Source: an optimization exercise on an open RTL-to-GDS flow (aim: small area, a short achievable clock period and few clock cycles per item). Production flows keep margins and buffers that such runs may drop. The RTL was checked by simulation tests, not by an equivalence proof against the original design.

### flow/config.mk
export PLATFORM = sky130hd
export DESIGN_NAME = pll_div_encoder
export DESIGN_NICKNAME = pll_div_encoder
export VERILOG_FILES = /design/flow/design.v
export SDC_FILE = /design/flow/constraint.sdc
export NUM_CORES = 4
export LEC_CHECK = 0
export ABC_AREA = 1
export CAP_MARGIN = 20
export CORE_MARGIN = 2
export CORE_UTILIZATION = 40
export SETUP_SLACK_MARGIN = 5
export SLEW_MARGIN = 20
### flow/constraint.sdc
create_clock -name core_clock -period 10.0 [get_ports {clk}]
set_input_delay 2.0000 -clock core_clock [delete_from_list [all_inputs] [get_ports {clk}]]
set_output_delay 2.0000 -clock core_clock [all_outputs]
set_load 0.01 [all_outputs]
### flow/design.v
module pll_div_encoder (
    input  wire        clk,
    input  wire        rst,
    input  wire        in_valid,
    output wire        in_ready,
    input  wire        in_op,
    input  wire [31:0] in_a,
    input  wire [31:0] in_num,
    input  wire [31:0] in_denom,
    output wire        out_valid,
    input  wire        out_ready,
    output wire [31:0] out_p1,
    output wire [31:0] out_p2,
    output wire [31:0] out_p3
);
    localparam [2:0] S_IDLE  = 3'd0,
                     S_RND   = 3'd1,
                     S_DIV   = 3'd2,
                     S_PA1   = 3'd3,
                     S_SHIFT = 3'd4,
                     S_FIN   = 3'd5,
                     S_NORM  = 3'd6;
    reg  [2:0]  st;
    reg         rdy, ov;
    reg  [24:0] R;           
    reg  [6:0]  E;           
    reg  [3:0]  m;           
    reg         b0, b23, b24, b25;
    reg         rn, rd;      
    reg  [1:0]  ps, pd;      
    reg  [4:0]  k;           
    reg  [31:0] P1, P2, P3;
    reg  [31:0] NR;          
    reg  [31:0] DR;          
    reg  [24:0] KR;          
    reg         opr;         
    assign in_ready  = rdy;
    assign out_valid = ov;
    assign out_p1    = P1;
    assign out_p2    = P2;
    assign out_p3    = P3;
    function [4:0] lzc;
        input [31:0] x;
        integer i;
        begin
            lzc = 5'd0;
            for (i = 0; i < 32; i = i + 1)
                if (x[i]) lzc = 5'd31 - i[4:0];
        end
    endfunction
    wire [23:0] md  = DR[31:8];
    wire [4:0]  lzn = lzc(NR);
    wire [4:0]  lzd = lzc(DR);
    wire [31:0] xn  = NR << lzn;
    wire [31:0] xd  = DR << lzd;
    wire        rnd_n = xn[7] & ((|xn[6:0]) | xn[8]);
    wire        rnd_d = xd[7] & ((|xd[6:0]) | xd[8]);
    wire [6:0]  E0    = {2'b00, lzd} - {2'b00, lzn} + 7'd7;
    wire        big   = (|NR[31:24]) | (|DR[31:24]);
    wire        pre   = ~big & (xn[31:26] < xd[31:26]);
    wire        is_int  = (NR == 32'd0);
    wire        is_unit = opr & (DR == 32'd1) & ~is_int;
    wire take  = rdy;      
    wire free  = ~ov | out_ready;
    wire [24:0] mn_inc = {1'b0, R[23:0]} + {24'd0, rn};
    wire [23:0] mn_r   = mn_inc[24] ? 24'h800000 : mn_inc[23:0];
    wire [6:0]  E_r    = E + {6'd0, mn_inc[24]};
    wire [24:0] dA  = R + {1'b1, ~md} + {24'd0, ~rd};    
    wire        bA  = ~dA[24];
    wire [23:0] rA  = bA ? dA[23:0] : R[23:0];
    wire [24:0] R1  = {rA, 1'b0};
    wire [24:0] dB  = R1 + {1'b1, ~md} + {24'd0, ~rd};
    wire        bB  = ~dB[24];
    wire [23:0] rB  = bB ? dB[23:0] : R1[23:0];
    wire [24:0] R2  = {rB, 1'b0};
    wire signed [7:0] Es  = {E[6], E};
    wire signed [7:0] j0  = {3'b000, m, 1'b0};
    wire signed [7:0] j1  = {3'b000, m, 1'b1};
    wire        m12    = (m == 4'd12);
    wire        caseB  = (Es <= 8'sd22) | ((Es == 8'sd23) & ~b0);
    wire        full   = ~m12 & (j1 <= Es);
    wire        half   = m12 ? ((Es >= 8'sd24) & ~b0) : (j0 == Es);
    wire        chkA   = caseB & (Es < j0);
    wire        chkB   = caseB & (Es < j1) & (~m12 | ~b0);
    wire        zero   = (chkA & ~bA) | (chkB & ~bB);
    wire        div_done = zero | m12;
    wire        carry  = m12 & caseB & ~zero;
    wire        L23    = b0;
    wire        g      = L23 ? b24 : b25;
    wire        sticky = (L23 & b25) | (|R);
    wire        bl     = L23 ? b23 : b24;
    wire        up     = g & (sticky | bl);
    wire [6:0]  kE     = E - (L23 ? 7'd23 : 7'd24);
    wire [31:0] acc_sh = ps[1] ? {P2[29:0], 2'b00} : ps[0] ? {P2[30:0], 1'b0} : P2;
    wire [31:0] fr_x   = ps[1] ? {P1[29:0], pd}    : ps[0] ? {P1[30:0], pd[0]} : P1;
    wire        fr_cin = ~ps[1] & ~ps[0] & pd[0];
    wire [31:0] hstep  = acc_sh + ({32{pd[1]}} & {P3[30:0], 1'b0})
                                + ({32{pd[0]}} & P3);
    wire        fin    = (st == S_FIN);
    wire [24:0] a_eff  = in_op ? in_a[24:0] : {17'd0, in_a[7:0]};
    wire [31:0] kterm  = fin ? ({KR, 7'd0} - 32'd512) : 32'd0;
    wire [31:0] p1_sum = kterm + fr_x + {31'd0, fr_cin};
    wire [31:0] p2_fin = {NR[24:0], 7'd0} - hstep;
    reg [2:0] st_n;
    always @(*) begin
        st_n = st;
        case (st)
            S_IDLE:  if (in_valid) st_n = S_NORM;
            S_NORM:  if (free)
                         st_n = (is_int | is_unit)      ? S_FIN :
                                big                     ? S_RND :
                                (E0[6] & (E0 != 7'h7F)) ? S_FIN : S_DIV;
            S_RND:   st_n = (E_r[6] & (E_r != 7'h7F)) ? S_FIN : S_DIV;
            S_DIV:   if (div_done) st_n = (m12 & ~caseB) ? S_PA1 : S_FIN;
            S_PA1:   st_n = (kE[4:0] == 5'd0) ? S_FIN : S_SHIFT;
            S_SHIFT: if (k <= 5'd2) st_n = S_FIN;
            S_FIN:   st_n = in_valid ? S_NORM : S_IDLE;
            default: st_n = S_IDLE;
        endcase
    end
    always @(posedge clk) begin
        if (rst) begin
            st  <= S_IDLE;
            rdy <= 1'b1;
            ov  <= 1'b0;
        end else begin
            st  <= st_n;
            rdy <= (st_n == S_FIN) | (st_n == S_IDLE);
            if (fin)
                ov <= 1'b1;
            else if (out_ready)
                ov <= 1'b0;
        end
    end
    always @(posedge clk) begin
        if (take) begin
            NR  <= in_num;
            DR  <= in_denom;
            KR  <= a_eff;
            opr <= in_op;
        end
        case (st)
            S_NORM: if (free) begin
                P3 <= DR;
                P1 <= is_unit ? {NR[24:0], 7'd0} : 32'd0;
                P2 <= is_unit ? 32'd128 : 32'd0;
                ps <= 2'd0;
                pd <= 2'd0;
                m  <= 4'd0;
                R  <= pre ? {xn[31:8], 1'b0} : {1'b0, xn[31:8]};
                DR[31:8] <= xd[31:8];
                E  <= E0 - {6'd0, pre};
                rn <= rnd_n;
                rd <= rnd_d;
            end
            S_RND: begin
                R  <= {1'b0, mn_r};
                E  <= E_r;
            end
            S_DIV: begin
                R  <= R2;
                m  <= m + 4'd1;
                if (m == 4'd0)  b0  <= bA;
                if (m == 4'd11) b23 <= bB;
                if (m12) begin
                    b24 <= bA;
                    b25 <= bB;
                end
                P1 <= p1_sum;
                P2 <= hstep;
                if (full)       begin ps <= 2'd2; pd <= {bA, bB}; end
                else if (half)  begin ps <= 2'd1; pd <= {1'b0, bA}; end
                else            begin ps <= 2'd0; pd <= {1'b0, carry}; end
            end
            S_PA1: begin
                P1 <= p1_sum;
                P2 <= hstep;
                ps <= 2'd0;
                pd <= {1'b0, up};
                k  <= kE[4:0];
            end
            S_SHIFT: begin
                P1 <= p1_sum;
                P2 <= hstep;
                pd <= 2'd0;
                if (k >= 5'd2) begin ps <= 2'd2; k <= k - 5'd2; end
                else           begin ps <= 2'd1; k <= k - 5'd1; end
            end
            S_FIN: begin
                P1 <= p1_sum;
                P2 <= p2_fin;
            end
            default: ;
        endcase
    end
endmodule
### flow/flow/run.sh
#!/bin/bash
# Standard layout, except that synthesis leaves adders to ABC instead of
# extracting full/half-adder cells first (ADDER_MAP_FILE empty). Registers,
# names and every later step are those of the standard flow.
set -euo pipefail
bash standard.sh ADDER_MAP_FILE= finish > flow_make.log 2>&1
### flow/standard.sh
#!/bin/bash
# synth_recipe.tcl (not shown) runs the flow's synth.tcl, then flattens the netlist and writes it again
# the make line also repeats each setting of config.mk as NAME=value (left out here)
make -C /OpenROAD-flow-scripts/flow DESIGN_CONFIG=/design/flow/config.mk WORK_HOME=/design/flow/orfs CLKGATE_MAP_FILE= SYNTH_SCRIPT=/design/flow/synth_recipe.tcl "${@:-finish}"
==> summary.md, run 1 <==
| Metric | Value |
|---|---|
| CTS tree | done |
| CP delay by family, top | simple AND/OR/NAND/NOR gates |
| Die footprint | 64900 um^2 |
| Total GRT Usage | 30.0% |
| Core Rows | 91 |
| Slowest stage cell, crit path | inv_1 |
| Avg Cell Area, Syn | 6.11 um^2 |
| Via Count | 29300 |
| Core ar. | 61900 um^2 |
| Hold Path Class | flop to flop |
| Minimum clock period after layout | 4.93 ns |
| Layout Skew | 0.0203 ns |
| Required time of the critical path | 10.30 ns |
| Asr flop ratio synth | 0% |
| Hold Vio Cnt, Final | 0 |
| Initial antenna violation count | 3 |
| Worst-Skew Late Latency | 0.58 ns |
| Die height | 255 um |
| Mapped Cells | 4116 |
| Buffers & Inverters on Critical Path | 4 |
| Crit-path max cell delay | 0.47 ns |
| Setup TNS | 0 ns |
| Unrepaired setup endpoints after global routing | yes |
| Most area-consuming cells after synthesis | edfxtp_1 (25%), nand2_1 (18%), nand3_1 (8.9%) |
| Clock root cell | clkbuf_16 |
| Period utilization | 49.3% |
| #FFs+latches synth | 242 |
| Post-Syn Area | 25100 um^2 |
| Drt pass-1 iters | 8 |
| Most frequent cells after synthesis | nand2_1 (1209), nor2_1 (498), inv_1 (455) |
| CTS max path bufs | 3 |
| DR WL/cell | 19.7 um |
| Startpoint Class | flop |
| Seq/Total Area, Yosys | 27.8% |
| H-tree levels | 2 |
| Total clock sinks | 242 |
| Measured slew at the worst slew-check pin | 1.03 ns |
| Status | finished clean |
| Crit path capture type | flop |
| Max Fclk | 203 MHz |
| Clock transition at path regs | 0.06 ns |
| Top FF cell, synth | edfxtp_1 |
| Critical path type | flop to flop |
| Final Setup Violations | 0 |
| Initial Util | 40.6% |
| Remaining DRCs | 0 |
| Top cell type's share of synthesized area | 25.4% |
| Final #Nets | 4522 |
| Cell mode on critical path | nand2_1 |
| Area growth syn-to-layout | 31.2% |
| Most common cell in the netlist | nand2_1 |
| Pins over their slew limit | 0 |
| Largest net degree at the start of global routing | 60 |
| Drt total wl | 104000 um |
| Crit Path Max Fanout | 16 |
| Setup Slack @ Placement | 2.88 ns |
| Post-synth EDFFs | 213 |
| Cts hold-fix bufs | 0 |
| Initial drt markers | 3039 |
| Synth unique cells | 77 |
| Layout cells sized above 1 | 20.0% |
| Placer Congestion | 0.967 |
| Cts bufs inserted | 35 |
| Synth Net Count | 4217 |
| Maxcap violations | 0 |
| Routed vias/inst | 5.54 |
| Grt total ovfl | 0 |
| Yosys top cell by area | edfxtp_1 |
| Setup WS post-layout | 5.07 ns |
| Port Buffer Count | 191 |
| Post-DP HPWL | 75200 um |
| Number of global-route vias before repair | 24900 |
| Headroom to the max-slew limit | 31.2% |
| Die Width | 255 um |
| First-pass GRT wire length | 147000 um |
| Synth warn | 1 |
| Detail Route Antenna Nets | 0 |
| WP data arrival | 5.23 ns |
| Boundary Pins | 199 |
-- layout make-up --
| type | instances | area, um^2 |
|---|---|---|
| multi-input cells | 3226 | 17500 |
| inverters | 514 | 2080 |
| well taps | 837 | 1050 |
| clock buffers | 37 | 905 |
| flip-flops and latches | 242 | 7030 |
| fillers | 6279 | 29000 |
| diodes | 1 | 2.50 |
| repair buffers | 391 | 3870 |
| repair inverters | 11 | 130 |
| clock inverters | 27 | 389 |
-- placed cells by master, fill, tap and decap left out, types with 80 or more instances in the layout --
master           count
edfxtp_1           213
nand2_1           1100
nor2_2              84
nand3_2             80
o21ai_0            213
clkdlybuf4s50_1    191
buf_4              161
inv_1              428
nor2_1             413
a21oi_1            168
nand3_1            362
nand2_2            111
-- state kept, by name, indices dropped and copies added, names as in the netlist, 2 cells and up --
register / cells
DR: 32
E: 7
KR: 25
NR: 32
P1: 32
P2: 32
P3: 32
R: 25
k: 5
m: 4
pd: 2
ps: 2
st: 3
-- per-layer routing --
layer | up-vias | global-route usage (%) | share of wire, %
met5 | - | 0 | 0.099
met4 | 4 | 10.5 | 3.9
met3 | 223 | 6.32 | 9.7
met2 | 1388 | 46.6 | 44
met1 | 13400 | 41.1 | 42
li1 | 14200 | - | -
-- metrics by stage --
step	std cells	area [um^2]	hold WS [ns]	utilization, %
final	5286	33000	0.532	53.3
after global routing	5286	33000	0.532	53.3
after CTS	5149	29800	0.572	48.2
after detailed placement	5041	27700	0.617	44.7
after global placement	5041	27700	0.623	44.7
after floorplan	4116	25100	0.403	-
-- worst register-to-register path: cells and delay by family, from the launching register on --
family                 cells  cell delay [ns]
flip-flops                 1             0.45
AND/OR/NAND/NOR           38             2.98
AO/OA/AOI/OAI              1             0.27
buffers and inverters      4             0.98
-- logic make-up after synthesis --
logic type                 share of synthesized area [%]
AOI/OAI and AO/OA                                   16.9
and+or+nand+nor                                     40.5
buffers and inverters                               10.5
DFF                                                 27.8
adders and majority gates                         0.0398
xor gates and xnor gates                            4.27
-- repair_timing --
item	in CTS	in global routing
setup endpoints to repair	70	62
cloned	13	13
setup buffers	31	123
gates resized for setup	104	518
pin swaps	11	119
-- final timing paths --
| path | start | to | slack [ns] | depth (start not counted) |
|---|---|---|---|---|
| max | NR[8]$_DFFE_PP_ | R[21]$_DFFE_PP_ | 5.07 | 43 |
| min | DR[10]$_DFF_P_ | P3[10]$_DFFE_PP_ | 0.53 | 0 |
| max reg2reg | NR[8]$_DFFE_PP_ | R[21]$_DFFE_PP_ | 5.07 | 43 |
| min reg2reg | DR[10]$_DFF_P_ | P3[10]$_DFFE_PP_ | 0.53 | 0 |
Testbench counts, summed over its fixed seeds: cycles 19,310, items 3,200.
==> run 2: changes to the inputs <==
--- a/flow/config.mk
+++ b/flow/config.mk
@@ -9,5 +9,5 @@
 export CAP_MARGIN = 20
 export CORE_MARGIN = 2
 export CORE_UTILIZATION = 40
-export SETUP_SLACK_MARGIN = 5
+export SETUP_SLACK_MARGIN = 4.3
 export SLEW_MARGIN = 20
==> run 2 against run 1 <==
- highest routed layer unchanged
- critical path depth down 14
- via count is 4.9% lower
- synthesized cell count stayed put
- final area decreased by 10%
- register-to-register slack lost 0.50 ns
- area after synthesis did not move
- critical path type unchanged
- die area unchanged
==> summary.md, run 2 <==
| Metric | Value |
|---|---|
| Most frequent cells after synthesis | nand2_1 (1209), nor2_1 (498), inv_1 (455) |
| Setup Slack @ Placement | 2.88 ns |
| Synth warn | 1 |
| Detail Route Antenna Nets | 0 |
| Routed vias/inst | 5.42 |
| Buffers & Inverters on Critical Path | 5 |
| Avg Cell Area, Syn | 6.11 um^2 |
| Hold Path Class | flop to flop |
| Measured slew at the worst slew-check pin | 1.06 ns |
| Seq/Total Area, Yosys | 27.8% |
| Cts bufs inserted | 35 |
| Pins over their slew limit | 0 |
| Initial antenna violation count | 3 |
| Grt total ovfl | 0 |
| Crit Path Max Fanout | 27 |
| Status | finished clean |
| Top FF cell, synth | edfxtp_1 |
| Maxcap violations | 0 |
| Yosys top cell by area | edfxtp_1 |
| Adder-cell share of the synthesized area | 0.0398% |
| Initial drt markers | 2906 |
| Critical path type | flop to flop |
| #FFs+latches synth | 242 |
| Post-DP HPWL | 75200 um |
| Total clock sinks | 242 |
| WP data arrival | 5.71 ns |
| Area growth syn-to-layout | 17.6% |
| Synth Net Count | 4217 |
| Startpoint Class | flop |
| Die Width | 255 um |
| Mux contribution to synthesized area | 0% |
| Complex-gate fraction of the synthesized area | 16.9% |
| FILL cells | 6591 |
| Top cell type's share of synthesized area | 25.4% |
| Unrepaired setup endpoints after global routing | no |
| Remaining DRCs | 0 |
| Asr flop ratio synth | 0% |
| Clock transition at path regs | 0.06 ns |
| Most common cell in the netlist | nand2_1 |
| Area of the multi-input gates | 15700 um^2 |
| Total GRT Usage | 29.1% |
| Core ar. | 61900 um^2 |
| CTS tree | done |
| Mapped Cells | 4116 |
| First-pass GRT wire length | 144000 um |
| Post-synthesis xor/xnor area fraction | 4.27% |
| Slowest stage cell, crit path | dfxtp_1 |
| Initial Util | 40.6% |
| Crit-path max cell delay | 0.47 ns |
| Final Setup Violations | 0 |
| CTS max path bufs | 3 |
| Drt total wl | 96900 um |
| Max Fclk | 184 MHz |
| Clock root cell | clkbuf_16 |
| Boundary Pins | 199 |
| Layout cells sized above 1 | 8.40% |
| Largest net degree at the start of global routing | 119 |
| Hold Vio Cnt, Final | 0 |
| Synth unique cells | 77 |
| Cell mode on critical path | nor2_1 |
| Die footprint | 64900 um^2 |
| H-tree levels | 2 |
| Crit path capture type | flop |
| Synth Area in Simple Gates | 40.5% |
| Layout Skew | 0.0189 ns |
| Via Count | 27900 |
| Setup TNS | 0 ns |
| DR WL/cell | 18.9 um |
| Number of global-route vias before repair | 24500 |
| Most frequent cells in the layout | nand2_1 (1202), nor2_1 (494), inv_1 (448) |
| Post-synth EDFFs | 213 |
| Headroom to the max-slew limit | 27.4% |
| Drt pass-1 iters | 6 |
| Commonest non-fill, non-tap cell in the layout | nand2_1 |
| Largest family of logic cells by synthesized area | simple AND/OR/NAND/NOR gates |
| Required time of the critical path | 10.28 ns |
| Port Buffer Count | 191 |
| Minimum clock period after layout | 5.43 ns |
| CP delay by family, top | simple AND/OR/NAND/NOR gates |
| Worst-Skew Late Latency | 0.57 ns |
| Most area-consuming cells after synthesis | edfxtp_1 (25%), nand2_1 (18%), nand3_1 (8.9%) |
| Setup WS post-layout | 4.57 ns |
| Post-Syn Area | 25100 um^2 |
| Period utilization | 54.3% |
| Cts hold-fix bufs | 0 |
| Final #Nets | 4372 |
| Register area | 6990 um^2 |
| Core Rows | 91 |
| Die height | 255 um |
| Placer Congestion | 0.967 |
run 2: cell type report:
class                           instances  share of cell area, %
Antenna cell                            1                0.00847
Clock buffer                           37                   3.06
Clock inverter                         27                   1.32
Inverter                              514                   6.87
Multi-Input combinational cell       3224                   53.3
Sequential cell                       242                   23.6
Tap cell                              837                   3.54
Timing Repair Buffer                  250                   8.21
Timing Repair inverter                  4                  0.106
run 2: what timing repair did:
action,in CTS,in global routing
setup buffers,1,20
setup endpoints to repair,50,58
gates resized for setup,16,54
cloned,2,7
pin swaps,0,4
run 2: layer usage:
| layer | up-vias | global-route usage [%] | wire [um] |
|---|---|---|---|
| met2 | 1144 | 45.2 | 42000 |
| met3 | 159 | 5.80 | 8830 |
| li1 | 13900 | - | - |
| met5 | - | 0.977 | 102 |
| met1 | 12600 | 40.1 | 42600 |
| met4 | 4 | 10.0 | 3460 |
run 2: path summary, 6_finish.rpt:
kind                       start          endpoint  slack, ns  cells past startpoint
setup / recovery  DR[15]$_DFF_P_   pd[0]$_DFFE_PP_       4.57                     29
hold / removal    DR[21]$_DFF_P_  P3[21]$_DFFE_PP_       0.58                      0
setup reg to reg  DR[15]$_DFF_P_   pd[0]$_DFFE_PP_       4.57                     29
hold reg to reg   DR[21]$_DFF_P_  P3[21]$_DFFE_PP_       0.58                      0
run 2: kinds of logic after synthesis:
logic type | count (synthesis)
xor+xnor | 120
fa+ha+maj | 1
simple gates | 2392
flops | 242
compound gates | 708
buf+inv | 653
run 2: per-stage QoR:
step	hold WS [ns]	utilization [%]	area [um^2]	std cells
after floorplan	0.403	-	25100	4116
after global placement	0.623	44.7	27700	5041
after detailed placement	0.617	44.7	27700	5041
after CTS	0.605	46.9	29100	5108
after global routing	0.578	47.7	29600	5136
final	0.585	47.7	29600	5136

[port drivers added, routing unchanged]
The flow's constraints put no driver on any port. The routed layouts listed below were extracted and timed again, unchanged, in two steps. Step 1, drivers: a clkbuf_16 drives clk and a buf_2 each remaining input, both assumed. Step 2 adds t to the input delays and takes it off the output delays; t is the mean of the earliest and latest rising clock arrival at the registers after step 1. Input paths then give back, and output paths get back, about the clock's delay inside the block. Three values: no drivers, after step 1, after step 2; two values: the first two.
run | t (ns) | setup slack, ns | worst setup path after step 2 | worst data-port slew with drivers (ns) | cell pins on the clock port's net
run 1 | 0.633 | 5.069 / 5.069 / 5.069 | register to register | 0.08 | 1
run 2 | 0.631 | 4.572 / 4.572 / 4.572 | register to register | 0.08 | 1
After both steps every run listed still meets setup and hold.
